Background: an optimization exercise with open tools, aiming at small area. Do not read the settings as production practice. The RTL was checked by simulation tests, not by an equivalence proof against the original design. Power and IR drop assume default switching activity.

Setup of oak:
// zec
module zec (
    input  wire        clk,
    input  wire        rst,
    input  wire        t_valid,
    input  wire [39:0] t_cmd,
    output wire        t_ready,
    output reg         t_rsp_valid,
    output wire [39:0] t_rsp,
    input  wire        h_valid,
    input  wire [39:0] h_cmd,
    output wire        h_ready,
    output reg         h_rsp_valid,
    output wire [39:0] h_rsp,
    output reg         hnote
);
Size: about 2000 cells after synthesis, ~380 flip-flops, roughly 170 I/O pins, roughly 21000 µm² of cells after synthesis.
clock: 13.0 ns
lec_check: 0
cap_margin: 20
core_margin: 2
core_utilization: 40
slew_margin: 20
standard.sh (not shown) runs the stock make flow with config.mk's settings and CLKGATE_MAP_FILE= SYNTH_SCRIPT=/design/flow/synth_recipe.tcl, a recipe that flattens the netlist after the stock synthesis.
==> flow/flow/run.sh <==
#!/bin/bash
# Layout flow: the standard flow (standard synthesis unchanged), with
# smaller port buffers and a clock tree of smaller buffers without dummy loads.
set -euo pipefail
export BUFFER_PORTS_ARGS="-buffer_cell sky130_fd_sc_hd__buf_1"
export CTS_ARGS="-sink_clustering_enable -repair_clock_nets -dont_use_dummy_load -buf_list sky130_fd_sc_hd__clkbuf_8"
bash standard.sh finish > standard.log 2>&1
oak finished every step from synthesis to the final layout, and the layout passed the timing, design-rule and antenna checks.
## Diff of input files: pine against oak
Settings: changing CAP_MARGIN from 20 to 0; changing CORE_UTILIZATION from 40 to 60; changing SLEW_MARGIN from 20 to 0.
==> flow/flow/run.sh <==
#!/bin/bash
# Layout flow: the standard flow (standard synthesis unchanged), with
# smaller port buffers and a clock tree of fewer, larger sink clusters
# without dummy loads.
set -euo pipefail
export BUFFER_PORTS_ARGS="-buffer_cell sky130_fd_sc_hd__buf_1"
export CTS_ARGS="-sink_clustering_enable -repair_clock_nets -dont_use_dummy_load -buf_list sky130_fd_sc_hd__clkbuf_16 -sink_clustering_size 22 -sink_clustering_max_diameter 100"
bash standard.sh finish > standard.log 2>&1
## What came out
Looking at critical path depth in cells, pine sits above oak. Compared to oak, pine has combinational share of power 0.5 points higher. Number of diodes added for antenna fixing (pine over oak): increase, 3. The sum of internal, switching and leakage power in pine sits about 10% below the value recorded for oak. oak -> pine: number of flip-flops and latches delta 0, exact match. Compared with oak, average vias per placed instance in pine increased by more than 10%. Going from oak to pine, the clock insertion delay at the later pin of the skew report was found to have gone down by 0.06 ns. | utilization | pine vs oak | 20 points higher |. pine ended with less setup slack than oak.
Here is what was changed in the inputs of birch compared with pine.
==> flow/flow/run.sh <==
#!/bin/bash
# Layout flow: the standard flow (standard synthesis unchanged), with
# smaller port buffers and a clock tree of fewer, larger sink clusters
# without dummy loads.
set -euo pipefail
export BUFFER_PORTS_ARGS="-buffer_cell sky130_fd_sc_hd__buf_1"
export CTS_ARGS="-sink_clustering_enable -repair_clock_nets -dont_use_dummy_load -buf_list sky130_fd_sc_hd__clkbuf_8 -sink_clustering_size 12 -sink_clustering_max_diameter 80"
bash standard.sh finish > standard.log 2>&1
Any difference in maximum frequency from static timing analysis between birch and pine is small enough to ignore. Global-route usage ends up higher on birch. Compare pine and birch | worst-case headroom to the max-slew limit higher: birch. Between pine and birch, the slack of the worst reg-to-reg path does not differ in any meaningful way. The utilization after layout of birch and that of pine are within noise of each other. | total power | lower: birch |. Between pine and birch, the difference in summed area of non-filler cells in the final layout is negligible. Between pine and birch, the part of the total power dissipated in combinational logic does not differ in any meaningful way. Side by side, post-route worst setup slack turned out lower in birch than in pine.
Edits applied to the flow inputs when going from birch to maple:
Settings: a change of CAP_MARGIN from 0 to 20; a change of SLEW_MARGIN from 0 to 20.
==> flow/flow/run.sh <==
#!/bin/bash
# Layout flow: the standard flow (standard synthesis unchanged), with
# smaller port buffers and a clock tree of smaller buffers without dummy loads.
set -euo pipefail
export BUFFER_PORTS_ARGS="-buffer_cell sky130_fd_sc_hd__buf_1"
export CTS_ARGS="-sink_clustering_enable -repair_clock_nets -dont_use_dummy_load -buf_list sky130_fd_sc_hd__clkbuf_4"
bash standard.sh finish > standard.log 2>&1
==> comparison <==
Maximum frequency (maple over birch): decrease, about 2%
birch -> maple: synthesized cell count delta 0, exact match
Of maple and birch, the run reporting the higher design area was maple.
Taking birch as the reference, in maple clock-cell share of area increased 1.0 points, hold slack was more or less identical.
In maple the time the final worst path needs with I/O delays and setup turned out 0.15 ns higher than in birch.
Delay of the slowest cell on the worst path ends up higher on birch.
Worst setup slack: lower on maple
From birch to maple the numbers moved as follows: total number of vias now larger, sequential group share of total power now smaller.

---

job 4074:
Another version of the RTL of zec (not shown whole).
Size: about 380 flip-flops.
## zec
module zec (
    input  wire        clk,
    input  wire        rst,
    input  wire        t_valid,
    input  wire [39:0] t_cmd,
    output wire        t_ready,
    output reg         t_rsp_valid,
    output wire [39:0] t_rsp,
    input  wire        h_valid,
    input  wire [39:0] h_cmd,
    output wire        h_ready,
    output reg         h_rsp_valid,
    output wire [39:0] h_rsp,
    output reg         hnote
);
clock: 13.0 ns
lec_check: 0
cap_margin: 0
core_margin: 2
core_utilization: 60
slew_margin: 0
==> flow/flow/run.sh <==
#!/bin/bash
# Layout flow: the standard flow (standard synthesis unchanged), with
# smaller port buffers and a clock tree of fewer, larger sink clusters
# without dummy loads.
set -euo pipefail
export BUFFER_PORTS_ARGS="-buffer_cell sky130_fd_sc_hd__buf_1"
export CTS_ARGS="-sink_clustering_enable -repair_clock_nets -dont_use_dummy_load -buf_list sky130_fd_sc_hd__clkbuf_8 -sink_clustering_size 15 -sink_clustering_max_diameter 90"
bash standard.sh finish > standard.log 2>&1
Here is what was changed in the inputs of job 5720 compared with job 4074.
- GPL_TIMING_DRIVEN newly set to 0
==> flow/flow/run.sh <==
#!/bin/bash
# Layout flow: the standard flow with the standard synthesis unchanged;
# then the synthesis buffers are removed at floorplan (placement is not
# timing driven), ports get the smallest buffer, and the clock tree uses
# clkbuf_8 sink clusters without dummy loads.
set -euo pipefail
export BUFFER_PORTS_ARGS="-buffer_cell sky130_fd_sc_hd__buf_1"
export CTS_ARGS="-sink_clustering_enable -repair_clock_nets -dont_use_dummy_load -buf_list sky130_fd_sc_hd__clkbuf_8 -sink_clustering_size 15 -sink_clustering_max_diameter 90"
bash standard.sh synth > synth.log 2>&1
bash standard.sh finish REMOVE_ABC_BUFFERS=1 > standard.log 2>&1
==> comparison <==
Of job 5720 and job 4074, just one finished clean: job 4074. Of job 5720 and job 4074, the run reporting the lower post-route fraction of the period consumed by the critical path was job 4074. Number of pins with negative max-slew slack in the final report (job 5720 over job 4074): increase, 5. As far as share of power burned in the clock network is concerned, job 5720 and job 4074 perform about the same. Lower data required time of the worst path was reported by job 4074, not job 5720. [job 5720] count of TritonRoute iterations in the first routing pass fell 1 relative to job 4074. Of the two values seen for worst setup path category, in -> reg was produced by job 5720 and reg -> out by job 4074. For design area, job 4074 and job 5720 come out practically identical.
## Diff of input files: job 2658 against job 5720
- clearing GPL_TIMING_DRIVEN, which used to be 0
==> flow/flow/run.sh <==
#!/bin/bash
# Layout flow: the standard flow (standard synthesis unchanged), with
# smaller port buffers, a clock tree of fewer, larger sink clusters without
# dummy loads, and downsizing of gates with slack after global routing.
set -euo pipefail
export BUFFER_PORTS_ARGS="-buffer_cell sky130_fd_sc_hd__buf_1"
export CTS_ARGS="-sink_clustering_enable -repair_clock_nets -dont_use_dummy_load -buf_list sky130_fd_sc_hd__clkbuf_16 -sink_clustering_size 22 -sink_clustering_max_diameter 100"
export RECOVER_POWER=100

bash standard.sh finish MATCH_CELL_FOOTPRINT=0 > standard.log 2>&1
--- outcome ---
Delta (job 2658 minus job 5720): register cell area after layout shows no meaningful change, via count shows an increase of 358, minimum hold slack increased by 0.0059 ns relative to the old numbers, total buffers and inverters traversed by the critical path has increased, summed area of non-filler cells in the final layout roughly the same.
Summary of the comparison: net count of the finished layout is higher in job 2658, relative to job 5720.
The layout from job 5720, despite a flow that completed every stage, fails the layout checks, with the failing checks listed as capacitance limit, slew limit.
Complete run, failing final checks: job 2658, reason capacitance limit, slew limit.
Clock-buffer cell count, job 5720 and job 2658: higher on job 5720
Changes observed in job 2658 relative to job 5720: time the final worst path needs with I/O delays and setup now sits higher, synthesis-to-finish area growth now sits at about the same level.

[separate check: timing with driven ports]
The flow's constraints put no driver on any port. The routed layouts listed below were extracted and timed again, unchanged, in two steps. Step 1, drivers: a clkbuf_16 drives clk and a buf_2 each remaining input, both assumed. Step 2 times the ports against the registers' clock, not the clock port: input delays grow and output delays shrink by t, the midpoint of the rising clock arrivals with the driver on. a / b / c = no drivers / after step 1 / after step 2; a / b = the first two.
| run | t (ns) | setup slack, ns | latest minus earliest clock arrival (ns) | slew at the worst register clock pin (ns) | cell pins on the clock port's net |
|---|---|---|---|---|---|
| oak | 0.658 | 5.897 / 5.843 / 5.495 | 0.061 / 0.060 | 0.06 / 0.06 | 1 |
| pine | 0.590 | 5.736 / 5.686 / 5.573 | 0.053 / 0.054 | 0.10 / 0.10 | 1 |
| birch | 0.637 | 5.717 / 5.666 / 5.661 | 0.084 / 0.083 | 0.09 / 0.09 | 1 |
| maple | 0.825 | 5.571 / 5.522 / 5.543 | 0.100 / 0.099 | 0.07 / 0.07 | 1 |
| job 4074 | 0.677 | 5.589 / 5.539 / 5.258 | 0.056 / 0.056 | 0.11 / 0.11 | 1 |
| job 5720 | 0.654 | 5.233 / 5.257 / 4.603 | 0.107 / 0.107 | 0.11 / 0.11 | 1 |
| job 2658 | 0.581 | 3.153 / 3.102 / 3.683 | 0.032 / 0.032 | 0.10 / 0.10 | 1 |
The setup slack of job 5720, which loses most, moves by +0.024 ns with the drivers and by -0.630 ns with both steps.
